Context: an optimization exercise on an open-source flow, tuned for small area, a short achievable clock period and few clock cycles per item. The choices shown serve that exercise and are no tape-out recipe. Only simulation tests tie the RTL to the original design; equivalence was not proved.

==> design.v <==
module fp_codec (
    input  wire         clk,
    input  wire         rst,
    input  wire         in_valid,
    output wire         in_ready,
    input  wire         in_op,
    input  wire [31:0]  in_word,
    input  wire         in_neg,
    input  wire [135:0] in_num,
    input  wire [135:0] in_den,
    output reg          out_valid,
    output reg          out_op,
    output reg  [31:0]  out_word,
    output reg  [1:0]   out_fault,
    output reg  [136:0] out_dec
);
    localparam integer K    = 3;           
    localparam integer NDIV = 24 / K;      
    localparam FAULT_NONE      = 2'd0;
    localparam FAULT_OVERFLOW  = 2'd1;
    localparam FAULT_UNDERFLOW = 2'd2;
    wire take = in_valid & in_ready & ~rst;
    reg          a_n1, a_n2, a_rdy;    
    reg          b_div, b_fin, b_out;  
    wire         a_has = a_n1 | a_n2 | a_rdy;
    wire         a_go  = a_rdy & ~b_div;               
    wire         a_free = ~a_n1 & ~a_n2 & (~a_rdy | a_go);
    reg          d2_v, d3_v;
    localparam integer QD = 6;
    reg  [31:0]  qw [0:QD-1];
    reg  [QD-1:0] qv;           
    reg  [1:0]   qc [0:QD-1];   
    wire         q_full  = qv[QD-1];
    wire         q_head  = qv[0] & ((qc[0] == 2'd0) | ((qc[0] == 2'd1) & b_fin));
    wire [1:0]   e_infl  = {1'b0, a_has} + {1'b0, b_div};    
    wire         d_take  = take & ~in_op;
    wire         d_issue = q_head | (d_take & ~qv[0] & (e_infl == 2'd0));
    wire [31:0]  d1_word = qv[0] ? qw[0] : in_word;
    wire        d1_sign = d1_word[31];
    wire [7:0]  d1_exp  = d1_word[30:23];
    wire [23:0] d1_m    = {1'b1, d1_word[22:0]};
    wire        d1_zero = (d1_word == 32'd0);
    wire [30:0] d1_a    = {1'b0, d1_m, 6'd0};
    wire [30:0] d1_b    = {2'b00, d1_m, 5'd0};
    wire [30:0] d1_c    = {5'd0, d1_m, 2'd0};
    wire [30:0] d1_cs   = d1_a ^ d1_b ^ d1_c;
    wire [30:0] d1_cc   = {(d1_a[29:0] & d1_b[29:0]) | (d1_a[29:0] & d1_c[29:0]) | (d1_b[29:0] & d1_c[29:0]), 1'b0};
    wire [30:0] d1_x;
    fpc_add #(.W(31), .L(5)) u_mul100 (.a(d1_cs), .b(d1_cc), .cin(1'b0), .s(d1_x));
    wire        d1_left = d1_exp[7] & (d1_exp[6:0] >= 7'd22);           
    wire [7:0]  d1_rsh  = 8'd150 - d1_exp;
    reg  [30:0]  d2_x;
    reg  [4:0]   d2_rsh;
    reg  [6:0]   d2_lsh;
    reg          d2_sign, d2_zero, d2_left, d2_far;
    always @(posedge clk) begin
        d2_x    <= d1_x;
        d2_rsh  <= d1_rsh[4:0];
        d2_far  <= (d1_rsh[7:5] != 3'd0);
        d2_lsh  <= d1_left ? d1_exp[6:0] - 7'd22 : 7'd0;    
        d2_sign <= d1_sign;
        d2_zero <= d1_zero;
        d2_left <= d1_left;
    end
    wire [62:0] d2_shr  = {d2_x, 32'd0} >> d2_rsh;
    wire [30:0] d2_q    = d2_shr[62:32];
    wire        d2_g    = d2_shr[31];
    wire        d2_st   = |d2_shr[30:0];
    wire        d2_rnd  = ~d2_far & d2_g & (d2_st | d2_q[0]);
    wire [30:0] d2_base = (d2_zero | (~d2_left & d2_far)) ? 31'd0 : (d2_left ? d2_x : d2_q);
    wire        d2_inc  = ~d2_zero & ~d2_left & d2_rnd;
    wire [32:0] d2_val;
    fpc_add #(.W(33), .L(6)) u_rnd (.a({2'b00, d2_base} ^ {33{d2_sign}}), .b(33'd0), .cin(d2_sign ^ d2_inc), .s(d2_val));
    reg  [32:0]  d3_val;
    reg  [6:0]   d3_lsh;
    always @(posedge clk) begin
        d3_val <= d2_val;
        d3_lsh <= d2_lsh;
    end
    always @(*) out_dec = {{104{d3_val[32]}}, d3_val} << d3_lsh;
    reg  [135:0] na, nd;
    reg  [7:0]   lzd;
    reg  signed [9:0] ebf;      
    reg          negf, zerof;
    reg  [3:0]   ecnt;
    reg  [138:0] rs, rc;        
    reg  [135:0] rd;            
    reg          rp;            
    reg  [25:0]  rq, rqm;       
    reg  signed [9:0] eb;       
    reg          eneg, ezero;
    assign in_ready = in_op ? a_free : ~q_full;
    wire [7:0]   nrm_lz;
    wire [135:0] nrm_out;
    wire         nrm_zero;
    fpc_norm u_norm (.x(na), .lz(nrm_lz), .y(nrm_out), .zero(nrm_zero));
    localparam integer FE = 5;
    localparam integer WE = FE + 3;
    wire [138:0] dpos = {3'b000, rd};
    wire [138:0] dneg = ~dpos;
    wire [WE-1:0] xn = {3'b000, rd[135 -: FE]};
    wire [WE-1:0] xp = ~xn;
    wire [WE-1:0] x2p = {xp[WE-2:0], 1'b0}, x2n = {xn[WE-2:0], 1'b0};
    wire [WE-1:0] x4p = {xp[WE-3:0], 2'b00}, x4n = {xn[WE-3:0], 2'b00};
    wire [WE-1:0] c_pp = x4p + x2p, c_pn = x4p + x2n, c_np = x4n + x2p, c_nn = x4n + x2n;
    wire [WE-1:0] e_a;
    fpc_add #(.W(WE), .L(3)) u_ea (.a(rs[137 -: WE]), .b(rc[137 -: WE]), .cin(1'b0), .s(e_a));
    wire [WE-1:0] e_2a = {e_a[WE-2:0], 1'b0};
    wire [WE-1:0] e_4a = {e_a[WE-3:0], 2'b00};
    wire [WE-1:0] b1_p = e_2a + x2p, b1_n = e_2a + x2n, b1_0 = e_2a;
    wire [WE-1:0] b2_pp = e_4a + c_pp, b2_p0 = e_4a + x4p, b2_pn = e_4a + c_pn;
    wire [WE-1:0] b2_0p = e_4a + x2p, b2_00 = e_4a,       b2_0n = e_4a + x2n;
    wire [WE-1:0] b2_np = e_4a + c_np, b2_n0 = e_4a + x4n, b2_nn = e_4a + c_nn;
    function [1:0] gsel;        
        input [3:0] t;
        gsel = {~t[3], t[3] & ~(t[2] & t[1] & t[0])};
    endfunction
    wire [1:0] g1 = gsel(e_a[WE-1 -: 4]);
    wire [1:0] g2p = gsel(b1_p[WE-1 -: 4]), g20 = gsel(b1_0[WE-1 -: 4]), g2n = gsel(b1_n[WE-1 -: 4]);
    wire [1:0] g3pp = gsel(b2_pp[WE-1 -: 4]), g3p0 = gsel(b2_p0[WE-1 -: 4]), g3pn = gsel(b2_pn[WE-1 -: 4]);
    wire [1:0] g30p = gsel(b2_0p[WE-1 -: 4]), g300 = gsel(b2_00[WE-1 -: 4]), g30n = gsel(b2_0n[WE-1 -: 4]);
    wire [1:0] g3np = gsel(b2_np[WE-1 -: 4]), g3n0 = gsel(b2_n0[WE-1 -: 4]), g3nn = gsel(b2_nn[WE-1 -: 4]);
    wire [1:0] g2  = g1[1] ? g2p : g1[0] ? g2n : g20;
    wire [1:0] g3p = g2p[1] ? g3pp : g2p[0] ? g3pn : g3p0;
    wire [1:0] g30 = g20[1] ? g30p : g20[0] ? g30n : g300;
    wire [1:0] g3n = g2n[1] ? g3np : g2n[0] ? g3nn : g3n0;
    wire [1:0] g3  = g1[1] ? g3p : g1[0] ? g3n : g30;
    wire [K-1:0] qp = {g3[1], g2[1], g1[1]};
    wire [K-1:0] qn = {g3[0], g2[0], g1[0]};
    reg  [138:0] ss [0:K];
    reg  [138:0] sc [0:K];
    reg  [25:0]  sq [0:K];
    reg  [25:0]  sqm[0:K];
    reg  [138:0] t_s, t_c, t_x;
    reg          t_pin;
    integer si;
    always @(*) begin
        ss[0]  = rs;
        sc[0]  = rc;
        sq[0]  = rq;
        sqm[0] = rqm;
        for (si = 0; si < K; si = si + 1) begin
            t_pin = (si == 0) ? rp : 1'b0;
            t_s = {ss[si][137:0], t_pin};
            t_c = {sc[si][137:0], t_pin};
            t_x = (dneg & {139{qp[si]}}) | (dpos & {139{qn[si]}});
            ss[si+1] = t_s ^ t_c ^ t_x;
            sc[si+1] = {(t_s[137:0] & t_c[137:0]) | (t_s[137:0] & t_x[137:0]) | (t_c[137:0] & t_x[137:0]), qp[si]};
            sq[si+1]  = qp[si] ? {sq[si][24:0], 1'b1} : qn[si] ? {sqm[si][24:0], 1'b1} : {sq[si][24:0], 1'b0};
            sqm[si+1] = qp[si] ? {sq[si][24:0], 1'b0} : qn[si] ? {sqm[si][24:0], 1'b0} : {sqm[si][24:0], 1'b1};
        end
    end
    function [33:0] pack;       
        input [25:0] q;
        input signed [9:0] b1;
        input        neg, zero;
        reg signed [9:0] b;
        begin
            b = q[24] ? b1 : (b1 - 10'sd1);
            if (zero)
                pack = {FAULT_NONE, 32'd0};
            else if (b > 10'sd255)
                pack = {FAULT_OVERFLOW, 32'd0};
            else if (b < 10'sd0)
                pack = {FAULT_UNDERFLOW, 32'd0};
            else
                pack = {FAULT_NONE, neg, b[7:0], q[24] ? q[23:1] : q[22:0]};
        end
    endfunction
    wire         f_neg;
    fpc_sign #(.W(139), .L(8)) u_sign (.a(rs), .b(rc), .s(f_neg));
    wire [33:0]  f_wq  = pack(rq, eb, eneg, ezero);
    wire [33:0]  f_wqm = pack(rqm, eb, eneg, ezero);
    always @(posedge clk) if (b_fin) {out_fault, out_word} <= f_neg ? f_wqm : f_wq;
    wire e_take = take & in_op;
    always @(posedge clk) begin
        if (rst) begin
            a_n1  <= 1'b0;
            a_n2  <= 1'b0;
            a_rdy <= 1'b0;
            b_div <= 1'b0;
            b_fin <= 1'b0;
            b_out <= 1'b0;
            d2_v  <= 1'b0;
            d3_v  <= 1'b0;
        end else begin
            d2_v  <= d_issue;
            d3_v  <= d2_v;
            a_n1  <= e_take;
            a_n2  <= a_n1;
            a_rdy <= a_n2 | (a_rdy & ~a_go);
            b_div <= a_go | (b_div & (ecnt != NDIV - 1));
            b_fin <= b_div & (ecnt == NDIV - 1);
            b_out <= b_fin;
        end
    end
    always @(posedge clk) begin
        if (a_n1)        na <= nd;
        else if (a_n2)   na <= nrm_out;
        else if (a_free) na <= in_den;
        if (a_n1)        nd <= nrm_out;
        else if (a_free) nd <= in_num;
        if (a_free)      negf <= in_neg;
        if (a_n1)        lzd <= nrm_lz;
        if (a_n2) begin
            ebf   <= $signed({2'b00, lzd}) - $signed({2'b00, nrm_lz}) + 10'sd127;
            zerof <= nrm_zero;
        end
        rs   <= a_go ? {3'b000, na} : ss[K];
        rc   <= a_go ? ~{3'b000, nd} : sc[K];
        rp   <= a_go;
        rq   <= a_go ? 26'd1 : sq[K];
        rqm  <= a_go ? 26'd0 : sqm[K];
        ecnt <= a_go ? 4'd0 : ecnt + 4'd1;
        if (a_go) begin
            rd    <= nd;
            eb    <= ebf;
            eneg  <= negf;
            ezero <= zerof;
        end
    end
    integer qi;
    reg  [QD-1:0] nv;
    reg  [1:0]    nc [0:QD-1];
    reg           pushed;
    always @(posedge clk) begin
        nv = qv;
        for (qi = 0; qi < QD; qi = qi + 1)
            nc[qi] = (b_fin && qc[qi] != 2'd0) ? qc[qi] - 2'd1 : qc[qi];
        if (q_head) begin
            for (qi = 0; qi < QD - 1; qi = qi + 1) begin
                qw[qi] <= qw[qi+1];
                nv[qi] = nv[qi+1];
                nc[qi] = nc[qi+1];
            end
            nv[QD-1] = 1'b0;
        end
        if (d_take & ~(d_issue & ~q_head)) begin
            pushed = 1'b0;
            for (qi = 0; qi < QD; qi = qi + 1)
                if (!nv[qi] && !pushed) begin
                    qw[qi] <= in_word;
                    nv[qi] = 1'b1;
                    nc[qi] = e_infl;
                    pushed = 1'b1;
                end
        end
        if (rst) qv <= {QD{1'b0}};
        else     qv <= nv;
        for (qi = 0; qi < QD; qi = qi + 1)
            qc[qi] <= nc[qi];
    end
    always @(*) begin
        out_valid = d3_v | b_out;
        out_op    = b_out;
    end
endmodule
module fpc_add #(parameter integer W = 32, parameter integer L = 5) (
    input  wire [W-1:0] a,
    input  wire [W-1:0] b,
    input  wire         cin,
    output wire [W-1:0] s
);
    wire [W-1:0] p0 = a ^ b;
    wire [W-1:0] g0 = a & b;
    wire [(L+1)*W-1:0] G;
    wire [(L+1)*W-1:0] P;
    assign G[W-1:0] = {g0[W-1:1], g0[0] | (p0[0] & cin)};
    assign P[W-1:0] = p0;
    genvar l, i;
    generate
        for (l = 0; l < L; l = l + 1) begin : lv
            for (i = 0; i < W; i = i + 1) begin : bt
                if ((i >> l) % 2 == 1) begin : cmb
                    assign G[(l+1)*W+i] = G[l*W+i] | (P[l*W+i] & G[l*W+((i>>l)<<l)-1]);
                    assign P[(l+1)*W+i] = P[l*W+i] & P[l*W+((i>>l)<<l)-1];
                end else begin : pas
                    assign G[(l+1)*W+i] = G[l*W+i];
                    assign P[(l+1)*W+i] = P[l*W+i];
                end
            end
        end
    endgenerate
    assign s = p0 ^ {G[L*W+W-2:L*W], cin};
endmodule
module fpc_sign #(parameter integer W = 139, parameter integer L = 8) (
    input  wire [W-1:0] a,
    input  wire [W-1:0] b,
    output wire         s
);
    localparam integer N = W - 1;
    wire [N-1:0] p0 = a[N-1:0] ^ b[N-1:0];
    wire [N-1:0] g0 = a[N-1:0] & b[N-1:0];
    wire [(L+1)*N-1:0] G;
    wire [(L+1)*N-1:0] P;
    assign G[N-1:0] = g0;
    assign P[N-1:0] = p0;
    genvar l, k;
    generate
        for (l = 0; l < L; l = l + 1) begin : lv
            for (k = 0; k < N; k = k + 1) begin : nd
                if (2 * k + 1 < ((N + (1 << l) - 1) >> l)) begin : cmb
                    assign G[(l+1)*N+k] = G[l*N+2*k+1] | (P[l*N+2*k+1] & G[l*N+2*k]);
                    assign P[(l+1)*N+k] = P[l*N+2*k+1] & P[l*N+2*k];
                end else if (2 * k < ((N + (1 << l) - 1) >> l)) begin : one
                    assign G[(l+1)*N+k] = G[l*N+2*k];
                    assign P[(l+1)*N+k] = P[l*N+2*k];
                end else begin : non
                    assign G[(l+1)*N+k] = 1'b0;
                    assign P[(l+1)*N+k] = 1'b0;
                end
            end
        end
    endgenerate
    assign s = a[N] ^ b[N] ^ G[L*N];
endmodule
module fpc_norm (
    input  wire [135:0] x,
    output wire [7:0]   lz,
    output wire [135:0] y,
    output wire         zero
);
    wire [255:0] xp = {x, 120'd0};
    wire [255:0] z0 = ~xp;
    wire [511:0] Z;             
    wire [4095:0] C;            
    genvar l, k;
    generate
        for (k = 0; k < 256; k = k + 1) begin : lf
            assign Z[k] = z0[k];
            assign C[8*k +: 8] = 8'd0;
        end
        for (l = 1; l <= 8; l = l + 1) begin : lv
            for (k = 0; k < (256 >> l); k = k + 1) begin : nd
                wire zh = Z[(512 - (512 >> (l-1))) + 2*k + 1];
                wire zl = Z[(512 - (512 >> (l-1))) + 2*k];
                wire [7:0] ch = C[8*((512 - (512 >> (l-1))) + 2*k + 1) +: 8];
                wire [7:0] cl = C[8*((512 - (512 >> (l-1))) + 2*k) +: 8];
                assign Z[(512 - (512 >> l)) + k] = zh & zl;
                assign C[8*((512 - (512 >> l)) + k) +: 8] = zh ? (cl | (8'd1 << (l-1))) : ch;
            end
        end
    endgenerate
    wire x0 = Z[510];
    assign zero = x0;
    assign lz = x0 ? 8'd0 : C[8*510 +: 8];
    wire [135:0] s7 = lz[7] ? {x[7:0],   128'd0} : x;
    wire [135:0] s6 = lz[6] ? {s7[71:0],  64'd0} : s7;
    wire [135:0] s5 = lz[5] ? {s6[103:0], 32'd0} : s6;
    wire [135:0] s4 = lz[4] ? {s5[119:0], 16'd0} : s5;
    wire [135:0] s3 = lz[3] ? {s4[127:0],  8'd0} : s4;
    wire [135:0] s2 = lz[2] ? {s3[131:0],  4'd0} : s3;
    wire [135:0] s1 = lz[1] ? {s2[133:0],  2'd0} : s2;
    assign y        = lz[0] ? {s1[134:0],  1'd0} : s1;
endmodule
==> run.sh <==
#!/bin/bash
# synth_recipe.tcl (not shown) runs the flow's synth.tcl, then flattens the netlist and writes it again
# the make line also repeats each setting of config.mk as NAME=value (left out here)
make -C /OpenROAD-flow-scripts/flow DESIGN_CONFIG=/design/flow/config.mk WORK_HOME=/design/flow/orfs CLKGATE_MAP_FILE= SYNTH_SCRIPT=/design/flow/synth_recipe.tcl finish
==> config.mk <==
export PLATFORM = sky130hd
export DESIGN_NAME = fp_codec
export DESIGN_NICKNAME = fp_codec
export VERILOG_FILES = /design/flow/design.v
export SDC_FILE = /design/flow/constraint.sdc
export NUM_CORES = 4
export LEC_CHECK = 0
export CAP_MARGIN = 20
export CORE_MARGIN = 2
export CORE_UTILIZATION = 40
export PLACE_DENSITY = 0.6
export SETUP_SLACK_MARGIN = 5
export SLEW_MARGIN = 20
==> constraint.sdc <==
create_clock -name core_clock -period 11.0 [get_ports {clk}]
set_input_delay 2.2000 -clock core_clock [delete_from_list [all_inputs] [get_ports {clk}]]
set_output_delay 2.2000 -clock core_clock [all_outputs]
set_load 0.01 [all_outputs]
==> summary.txt <==
-- cell usage in the layout, fill, tap and decap left out, drive strengths merged, types with 79 or more instances in the layout --
master,n
a21oi,703
a31oi,163
nand3,126
a22oi,154
nor3,79
o22ai,86
o21ai,767
mux2i,484
inv,714
mux2,171
nor2,779
a21o,91
buf,229
ha,243
fa,447
clkdlybuf4s50,479
nand2,1339
edfxtp,506
dfxtp,604
clkbuf,191
-- cells in the mapped netlist (34+ instances only) --
master    instances
nand2_1        1338
nor2_1          775
o21ai_0         729
inv_1           701
a21oi_1         700
dfxtp_1         604
edfxtp_1        506
mux2i_1         484
clkbuf_1        453
fa_1            447
ha_1            243
mux2_2          165
a31oi_1         163
a22oi_1         154
nand3_1         125
buf_2            97
a21o_1           89
o22ai_1          86
nor3_1           77
buf_1            71
xnor2_1          71
o211ai_1         61
mux4_2           59
nor4_1           54
o31ai_1          50
a211oi_1         49
a22o_1           47
nand4_1          45
xor2_1           45
nor2b_1          39
and2_1           38
o21ai_1          38
o221ai_1         35
o22a_1           34
-- cells by family (layout without fill, tap and decap cells) --
kind of cell             count (synthesis)  in the layout  synth area share (%)
XOR/XNOR                               116            117                  1.26
other                                    0             26                     0
flip-flops                            1110           1110                  33.9
AO/OA/AOI/OAI                         2509           2510                  19.2
AND/OR/NAND/NOR                       2680           2685                  14.2
multiplexers                           714            714                  10.1
adder cells (fa/ha/maj)                691            691                  14.9
buffers and inverters                 1353           1680                  6.58
-- sequential cells by signal, indices dropped and copies added (netlist names), 2 cells and up --
signal	cells
nd	136
eb	10
qw	192
out_word	32
d2_x	29
ecnt	4
ebf	10
d2_lsh	7
d2_rsh	5
rc	139
lzd	8
rd	136
rq	25
qc	12
d3_lsh	7
d3_val	33
out_fault	2
rs	139
na	136
qv	6
rqm	25
-- path summary, 6_finish.rpt --
path         startpoint            to
max           d3_lsh[0]  out_dec[114]
min           d2_lsh[6]     d3_lsh[6]
max reg2reg     na[135]        nd[84]
min reg2reg   d2_lsh[6]     d3_lsh[6]
-- through the flow --
step                      cells  util, %  setup WS [ps]  area, um2
after floorplan            9173        -           5150      80600
after global routing      12200     47.0           4930      93900
final                     12200     47.0           4970      93900
after global placement    11800     43.9           3540      87700
after CTS                 12100     46.5           4870      92900
after detailed placement  11800     43.9           3770      87700
-- layer usage --
metal | share of wire (%) | vias up | track usage [%]
met3 | 9.1 | 818 | 6.28
met1 | 42 | 35500 | 41.5
met4 | 5.8 | 10 | 15.8
met5 | 0.019 | - | 0
met2 | 43 | 3766 | 45.2
li1 | - | 32800 | -
-- area by class of cell --
cell class,count,area [um2]
inverter,711,2710
clock inverter,63,851
clock buffer,185,3760
tap,2656,3320
fill,19100,106000
timing repair buffer,717,7040
timing repair inverter,4,27.5
sequential,1110,27300
multi-input combinational,6717,48800
antenna,26,65.1
-- critical path: cells and delay by family (launching register included) --
kind | cells | cell delay, ps
multiplexers | 2 | 770
AND/OR/NAND/NOR | 1 | 80
buffers and inverters | 2 | 750
flip-flops | 1 | 430
AO/OA/AOI/OAI | 4 | 970
-- timing repair --
item / CTS / global route
gates cloned: 7 / 9
gates resized for setup: 91 / 111
buffers inserted: 16 / 44
hold buffers: 0 / 0
endpoints found under the setup margin: 623 / 449
pin swaps: 9 / 11
==> results.cfg <==
[outcome]
status = finished clean

[floorplanning]
dieArea_mm2 = 0.205
core_mm2 = 0.200
initial_core_util_pct = 40.3
io_pins = 483
die_h_um = 453
die_width_um = 453
rows = 164

[routing]
firstDrtPassIters = 9
drc = 0
wire_per_inst_um = 26.7
ant_nets = 0
first_iter_violations = 8579
viasPerCell = 5.98
vias = 72800
drt-total-wl_um = 325000

[critical_path]
arrival_ps = 3830
cp_max_fo = 20
timing.critical_path.mode_cell = a21oi_1
crit_path_end_kind = primary output
reg2reg_slack_ps = 4980
cpPeakStageDelay_ps = 560
crit_slowest_cell = mux4_2
worstRegToRegCells = 12
path_class = flip-flop to primary output
crit_chain = buf_8, mux4_2, mux2i_1, nand2_1, o21ai_1, o22ai_1, a21oi_1, a21oi_1, clkdlybuf4s50_1
startpoint_type = flip-flop
critPathRequiredTime_ps = 8800

[timing]
worstMarginPinSlew_ps = 1150
min_period_over_period_pct = 54.8
drv_slew = 0
tns_ps = 0
max_clock_freq_ghz = 0.166
finalSetupViolations = 0
period_needed_ps = 6030
final_hold_viol_count = 0
fin_worst_skew_ps = 53.9
rsz0062_at_grt = true
slew_headroom_pct = 23.0
hold_slack_ps = 328

[final_layout]
drive_gt1_share_pct = 9.30
finalNetCount = 10400
syn2layout_area_growth_pct = 16.6

[global_routing]
grt_pass1_vias = 69200
overflow = 0
grt_pass1_wl_um = 468000
grt_max_degree = 195
grtUsageTotal_pct = 30.4
antenna_found_initial = 46

[clock_tree]
clockRootBuffer = clkbuf_16
clock_latency_ps = 860
ctsHtreeMaxLevel = 4
cts_max_path_buffers = 3
worst_setup_hold_path_clk_slew_ps = 60
numCtsBuffers = 134
cts_tree = built
clock_sinks = 1110

[logic_synthesis]
synth_edf_count = 506
yosysTopAreaCell = edfxtp_1
syn-mean-instance-area_um2 = 8.78
synthArstFlopShare_pct = 0
synth_cells = 9173
synthFlopType = dfxtp_1
yosys-top-cells-area = edfxtp_1 19%, dfxtp_1 15%, fa_1 11%
mappedNetlistArea_mm2 = 0.0806
synth_warnings = 8
ys_ff_latch = 1110
synth.top_cell.area_share_pct = 18.9
ys_seq_area_share_pct = 33.9
synth_cell_types = 107
syn_nets = 10200

[placement]
io_buffers = 482
finalWeightedCongestion = 1.02
dpl.hpwl_um = 236000

[min_path]
hp-class = flip-flop to flip-flop
holdPathStages = 0

[flow_run]
maxCapViolations = 0
Testbench counts, summed over its fixed seeds: cycles 15,111, items 4,800.

-- what the ideal ports hide --
In the flow no input, the clock included, has a driving cell. The finished layout below was timed again as built, in two steps. Step 1: set_driving_cell puts a clkbuf_16 on clk and a buf_2 on each other input, an assumption about the parent block. Step 2, shift: input delay + t, output delay - t, t = (earliest + latest rising clock arrival at the registers) / 2. This alone moves slack from input paths to output paths. Slacks: no drivers / after step 1 / after step 2; pairs: no drivers / after step 1.
shift t [ns]: 0.927
slack for setup (ns): 4.973 / 4.880 / 4.366
cell pins on the clock port's net: 1
After both steps setup and hold are still met in this run. For this run, drivers alone change the setup slack by -0.093 ns; drivers and shift together by -0.607 ns.
